This design comes from an exercise in tuning for small area, a short achievable clock period and few clock cycles on the open sky130 flow, not from production work. Function was checked by simulation only, so behaviour that the tests miss may differ from the original. Power figures rest on the tool's default switching activity, not on a simulated workload.

Design vad_unit, start of the top module:
module vad_unit (
    input  wire        clk,
    input  wire        rst,           
    input  wire        cmd_valid,
    output wire        cmd_ready,
    input  wire [1:0]  cmd_op,        
    input  wire [31:0] cmd_arg,       
    input  wire [31:0] cmd_blen,      
    input  wire        s_valid,
    output wire        s_ready,
    input  wire [31:0] s_data,
    output wire        iv_valid,
    input  wire        iv_ready,
    output wire [15:0] iv_data,
    output wire        iv_last,
    output wire [1:0]  iv_mode,
    output wire        iv_reset,
    input  wire        vd_valid,
    input  wire [1:0]  vd_code,
    output wire        done,
    output wire [31:0] result,
    output wire        rate_reject,
    output wire [31:0] hist_err,
    output wire [31:0] hist_sil,
    output wire [31:0] hist_voice,
    output wire [31:0] hist_noise,
    output wire [31:0] vad_rate,
    output wire [10:0] vad_flen,
    output wire [10:0] vad_off,
    output wire [1:0]  vad_mode
);
    localparam [1:0] OP_INIT    = 2'd1;
    localparam [1:0] OP_SETMODE = 2'd2;
    localparam [1:0] OP_PROCESS = 2'd3;
    localparam [1:0] V_SIL   = 2'd0;
    localparam [1:0] V_VOICE = 2'd1;
    localparam [1:0] V_NOISE = 2'd2;
    localparam HW = 23;               
    reg        crdy;                  
    reg        acc_q;                 
    reg [1:0]  op_q;
    reg        ok_q;                  
    reg [1:0]  rc_q;                  
  ...
==> flow/config.mk <==
export PLATFORM = sky130hd
export DESIGN_NAME = vad_unit
export DESIGN_NICKNAME = vad_unit
export VERILOG_FILES = /design/flow/design.v
export SDC_FILE = /design/flow/constraint.sdc
export NUM_CORES = 4
export LEC_CHECK = 0
export CAP_MARGIN = 20
export CORE_MARGIN = 2
export CORE_UTILIZATION = 40
export CTS_CLUSTER_DIAMETER = 80
export CTS_CLUSTER_SIZE = 30
export SLEW_MARGIN = 20
==> flow/constraint.sdc <==
create_clock -name core_clock -period 8.0 [get_ports {clk}]
set_input_delay 1.6000 -clock core_clock [delete_from_list [all_inputs] [get_ports {clk}]]
set_output_delay 1.6000 -clock core_clock [all_outputs]
set_load 0.01 [all_outputs]
standard.sh (not shown) runs the stock make flow with config.mk's settings and CLKGATE_MAP_FILE= SYNTH_SCRIPT=/design/flow/synth_recipe.tcl, a recipe that flattens the netlist after the stock synthesis.
==> flow/flow/run.sh <==
#!/bin/bash
set -euo pipefail
SETUP_MARGIN=${SETUP_MARGIN:-5.0}
bash standard.sh \
    "BUFFER_PORTS_ARGS=-buffer_cell sky130_fd_sc_hd__buf_2" \
    "SETUP_SLACK_MARGIN=${SETUP_MARGIN}" \
    finish > flow_make.log 2>&1
test -f out/final.def
Testbench counts at the start, summed over its fixed seeds: cycles 280,853.
Edit:
==> flow/flow/run.sh (replaced) <==
#!/bin/bash
set -euo pipefail
SETUP_MARGIN=${SETUP_MARGIN:-5.5}
bash standard.sh \
    "BUFFER_PORTS_ARGS=-buffer_cell sky130_fd_sc_hd__buf_2" \
    "SETUP_SLACK_MARGIN=${SETUP_MARGIN}" \
    finish > flow_make.log 2>&1
test -f out/final.def
Outcome: Global-route usage goes up by 0.90 points. Routed wire length climbs by 6.6%. Power goes down by about 3.3%. Design area grows by about 7%.
Edit:
==> flow/flow/run.sh (replaced) <==
#!/bin/bash
set -euo pipefail
SETUP_MARGIN=${SETUP_MARGIN:-5.0}
bash standard.sh \
    "BUFFER_PORTS_ARGS=-buffer_cell sky130_fd_sc_hd__buf_1" \
    "SETUP_SLACK_MARGIN=${SETUP_MARGIN}" \
    finish > flow_make.log 2>&1
test -f out/final.def
Result: Global-route usage fell by 1.0 points; count of clock-buffer cells in the layout rose by 2; final area fell by a little under a tenth; synthesized area is unchanged; critical path depth rose by 7; cell count fell by a few percent; clock power rose by roughly a tenth; wire length fell by a little under a tenth; power rose slightly; setup slack is worse by 0.093 ns; utilization fell by 4.5 points.

Setup of pepper:
Another version of the RTL of vad_unit (not shown whole).
Size: roughly 1200 cells after synthesis, about 350 flip-flops, about 350 I/O pins, roughly 14000 sq um of cells after synthesis.
clock: 8.0 ns
lec_check: 0
cap_margin: 20
core_margin: 2
core_utilization: 60
cts_cluster_diameter: 80
cts_cluster_size: 30
slew_margin: 20
==> flow/flow/run.sh <==
#!/bin/bash
set -euo pipefail
SETUP_MARGIN=${SETUP_MARGIN:-5.3}
bash standard.sh \
    "BUFFER_PORTS_ARGS=-buffer_cell sky130_fd_sc_hd__buf_1" \
    "SETUP_SLACK_MARGIN=${SETUP_MARGIN}" \
    finish > flow_make.log 2>&1
test -f out/final.def
pepper: no failed stages, no open violations at the end
Testbench counts of pepper, summed over its fixed seeds: cycles 282,724.
diff inputs: pepper => fjord
-- flow/flow/run.sh --
<<< pepper, line 3
SETUP_MARGIN=${SETUP_MARGIN:-5.3}
>>> fjord, line 3
SETUP_MARGIN=${SETUP_MARGIN:-5.6}
==> comparison <==
fjord finished end to end and its layout was clean on timing, DRC and antenna.
met2 usage in global routing was higher in fjord than in pepper.
Of the two candidates, pepper has the better smallest setup slack after layout and fjord the worse one.
Final cell count without fillers, pepper and fjord: smaller value in pepper
> inputs changed (fjord -> raven)
-- flow/flow/run.sh --
<<< fjord, line 3
SETUP_MARGIN=${SETUP_MARGIN:-5.6}
>>> raven, line 3
SETUP_MARGIN=${SETUP_MARGIN:-5.2}
Compared with fjord, fmax in raven increased slightly.
The final reports for raven and fjord show all-layer global routing usage lower in the former.
Fraction of layout instances using a drive strength above 1 (higher): fjord
Layout buffer count excluding clock buffers, fjord and raven: larger value in fjord
fjord has a higher global-route wire length before repair than raven.
The setup slack after placement number comes out lower for raven vs fjord.
raven reports a higher final setup slack of the worst path than fjord does.
> inputs changed (raven -> zinc)
-- flow/flow/run.sh --
<<< raven, line 3
SETUP_MARGIN=${SETUP_MARGIN:-5.2}
>>> zinc, line 3
SETUP_MARGIN=${SETUP_MARGIN:-5.0}
==> comparison <==
- zinc against raven; net switching power is down slightly.
- | sequential cell area in the final layout | zinc vs raven | ≈ equal |
- On transition time of the tightest slew-check pin: between zinc and raven, it ends up lower for zinc.
- For raven, the worst setup path startpoint was r_all$_SDFFE_PP0P_, unlike zinc, where it was crdy$_SDFFE_PP1P_.
- Fraction of registers with async set or reset after synthesis: zinc vs raven identical
- Post-route core utilization, zinc and raven: higher on raven

vad_unit, a different RTL version from the one above (not shown whole).
Size: about 1300 cells after synthesis, ~340 flip-flops, about 14000 um2 of cells after synthesis.
==> flow/design.v (excerpt) <==
module vad_unit (
    input  wire        clk,
    input  wire        rst,           
    input  wire        cmd_valid,
    output wire        cmd_ready,
    input  wire [1:0]  cmd_op,        
    input  wire [31:0] cmd_arg,       
    input  wire [31:0] cmd_blen,      
    input  wire        s_valid,
    output wire        s_ready,
    input  wire [31:0] s_data,
    output wire        iv_valid,
    input  wire        iv_ready,
    output wire [15:0] iv_data,
    output wire        iv_last,
    output wire [1:0]  iv_mode,
    output wire        iv_reset,
    input  wire        vd_valid,
    input  wire [1:0]  vd_code,
    output wire        done,
    output wire [31:0] result,
    output wire        rate_reject,
    output wire [31:0] hist_err,
    output wire [31:0] hist_sil,
    output wire [31:0] hist_voice,
    output wire [31:0] hist_noise,
    output wire [31:0] vad_rate,
    output wire [10:0] vad_flen,
    output wire [10:0] vad_off,
    output wire [1:0]  vad_mode
);
==> flow/config.mk <==
export PLATFORM = sky130hd
export DESIGN_NAME = vad_unit
export DESIGN_NICKNAME = vad_unit
export VERILOG_FILES = /design/flow/design.v
export SDC_FILE = /design/flow/constraint.sdc
export NUM_CORES = 4
export LEC_CHECK = 0
export CAP_MARGIN = 20
export CORE_MARGIN = 2
export CORE_UTILIZATION = 70
export CTS_CLUSTER_DIAMETER = 80
export CTS_CLUSTER_SIZE = 30
export SLEW_MARGIN = 20
==> flow/constraint.sdc <==
create_clock -name core_clock -period 8.0 [get_ports {clk}]
set_input_delay 1.6000 -clock core_clock [delete_from_list [all_inputs] [get_ports {clk}]]
set_output_delay 1.6000 -clock core_clock [all_outputs]
set_load 0.01 [all_outputs]
==> flow/flow/run.sh <==
#!/bin/bash
set -euo pipefail
SETUP_MARGIN=${SETUP_MARGIN:-5.0}
bash standard.sh \
    "BUFFER_PORTS_ARGS=-buffer_cell sky130_fd_sc_hd__buf_1" \
    "SETUP_SLACK_MARGIN=${SETUP_MARGIN}" \
    finish > flow_make.log 2>&1
test -f out/final.def
The baseline completed with no timing, DRC or antenna violations.
Testbench counts at the start, summed over its fixed seeds: cycles 282,724.
Then changed:
==> flow/flow/run.sh (replaced) <==
#!/bin/bash
set -euo pipefail
SETUP_MARGIN=${SETUP_MARGIN:-5.15}
bash standard.sh \
    "BUFFER_PORTS_ARGS=-buffer_cell sky130_fd_sc_hd__buf_1" \
    "SETUP_SLACK_MARGIN=${SETUP_MARGIN}" \
    finish > flow_make.log 2>&1
test -f out/final.def
CORE_UTILIZATION = 40   (was 70)
The new run passed the timing, design-rule and antenna checks.
First-iteration DRC count shrinks by 17%.
Cell count grows by 12%.
Clock-buffer cell count grows by 3.
Setup slack gets better by 0.083 ns.
Die area grows by 73%.
Power grows by 6.0%.
Clock skew grows by 0.018 ns.
Routed wire length grows by about 8%.
Critical path depth shrinks by 4.
Global-route usage shrinks by 10 points.
Fmax grows by about 3%.
Then changed:
==> flow/flow/run.sh (replaced) <==
#!/bin/bash
set -euo pipefail
SETUP_MARGIN=${SETUP_MARGIN:-5.0}
bash standard.sh \
    "BUFFER_PORTS_ARGS=-buffer_cell sky130_fd_sc_hd__buf_1" \
    "SETUP_SLACK_MARGIN=${SETUP_MARGIN}" \
    finish > flow_make.log 2>&1
test -f out/final.def
Effect: Core utilization fell by 1.3 points. Sequential power hardly moves. Wire length fell by 1.1%. Cell area fell by 2.8%. Cell count fell by about 1.3%.
Then changed:
==> flow/flow/run.sh (replaced) <==
#!/bin/bash
set -euo pipefail
SETUP_MARGIN=${SETUP_MARGIN:-4.7}
bash standard.sh \
    "BUFFER_PORTS_ARGS=-buffer_cell sky130_fd_sc_hd__buf_1" \
    "SETUP_SLACK_MARGIN=${SETUP_MARGIN}" \
    finish > flow_make.log 2>&1
test -f out/final.def
CORE_UTILIZATION = 60   (was 40)
Result: The changed run passed the timing, design-rule and antenna checks; core utilization rises by 20 points; sequential share of layout area goes up by 1.7 points; design area is lower by 3.2%; worst setup slack is worse by 0.27 ns; first-iteration DRC count went up by 43%; power came out lower by 7.3%.
Then changed:
==> flow/flow/run.sh (replaced) <==
#!/bin/bash
set -euo pipefail
SETUP_MARGIN=${SETUP_MARGIN:-5.0}
bash standard.sh \
    "BUFFER_PORTS_ARGS=-buffer_cell sky130_fd_sc_hd__buf_1" \
    "SETUP_SLACK_MARGIN=${SETUP_MARGIN}" \
    finish > flow_make.log 2>&1
test -f out/final.def
Global-route usage is higher by 0.41 points.
Clock power is about the same.
Routed wire length rises by 2.8%.
Worst setup slack is better by 0.25 ns.
Total power came out higher by 0.34%.
Die area is unchanged.
Register-to-register slack gains 0.21 ns.
Clock-buffer cell count came out lower by 2.
Via count increases by 0.48%.
Sequential share of layout area decreases by 0.46 points.
Sequential power stays flat.

separate check: timing with driven ports:
How much do the figures lean on ideal ports? The routed layouts below were timed once more, with nothing changed but the port constraints.
Step 1 (the two cells are an assumption about what drives the block):
set clk [get_ports {clk}]
set_driving_cell -lib_cell sky130_fd_sc_hd__clkbuf_16 $clk
set_driving_cell -lib_cell sky130_fd_sc_hd__buf_2 [delete_from_list [all_inputs] $clk]
Step 2 adds t to the input delays and takes it off the output delays; t is the mean of the earliest and latest rising clock arrival at the registers after step 1. Input paths then give back, and output paths get back, about the clock's delay inside the block.
Three values: ideal, step 1, step 2; two values: the first two.
| run | t, ns | slack for setup (ns) | worst setup path after step 2 | worst slew at a driven data input, ns | pins driven straight from the clock port |
|---|---|---|---|---|---|
| the first run of note 1 | 0.621 | 5.089 / 5.035 / 4.573 | input to register | 0.07 | 1 |
| the second run of note 1 | 0.602 | 5.202 / 5.149 / 4.945 | input to register | 0.09 | 1 |
| the third run of note 1 | 0.605 | 5.109 / 5.089 / 4.534 | input to register | 0.07 | 1 |
| pepper | 0.546 | 5.219 / 5.169 / 4.759 | input to register | 0.06 | 1 |
| fjord | 0.548 | 5.200 / 5.152 / 4.784 | input to register | 0.12 | 1 |
| raven | 0.550 | 5.220 / 5.171 / 4.733 | input to register | 0.11 | 1 |
| zinc | 0.555 | 5.090 / 5.040 / 4.564 | input to register | 0.06 | 1 |
| the first run of note 3 | 0.550 | 5.041 / 5.041 / 4.580 | input to register | 0.06 | 1 |
| the second run of note 3 | 0.578 | 5.125 / 5.075 / 4.603 | input to register | 0.08 | 1 |
| the third run of note 3 | 0.562 | 5.100 / 5.112 / 4.559 | input to register | 0.07 | 1 |
| the fourth run of note 3 | 0.542 | 4.831 / 4.852 / 4.310 | input to register | 0.05 | 1 |
| the fifth run of note 3 | 0.555 | 5.080 / 5.066 / 4.590 | input to register | 0.06 | 1 |
After both steps every run listed still meets setup and hold. For the third run of note 1, which loses most, drivers alone change the setup slack by -0.020 ns; drivers and shift together by -0.575 ns.
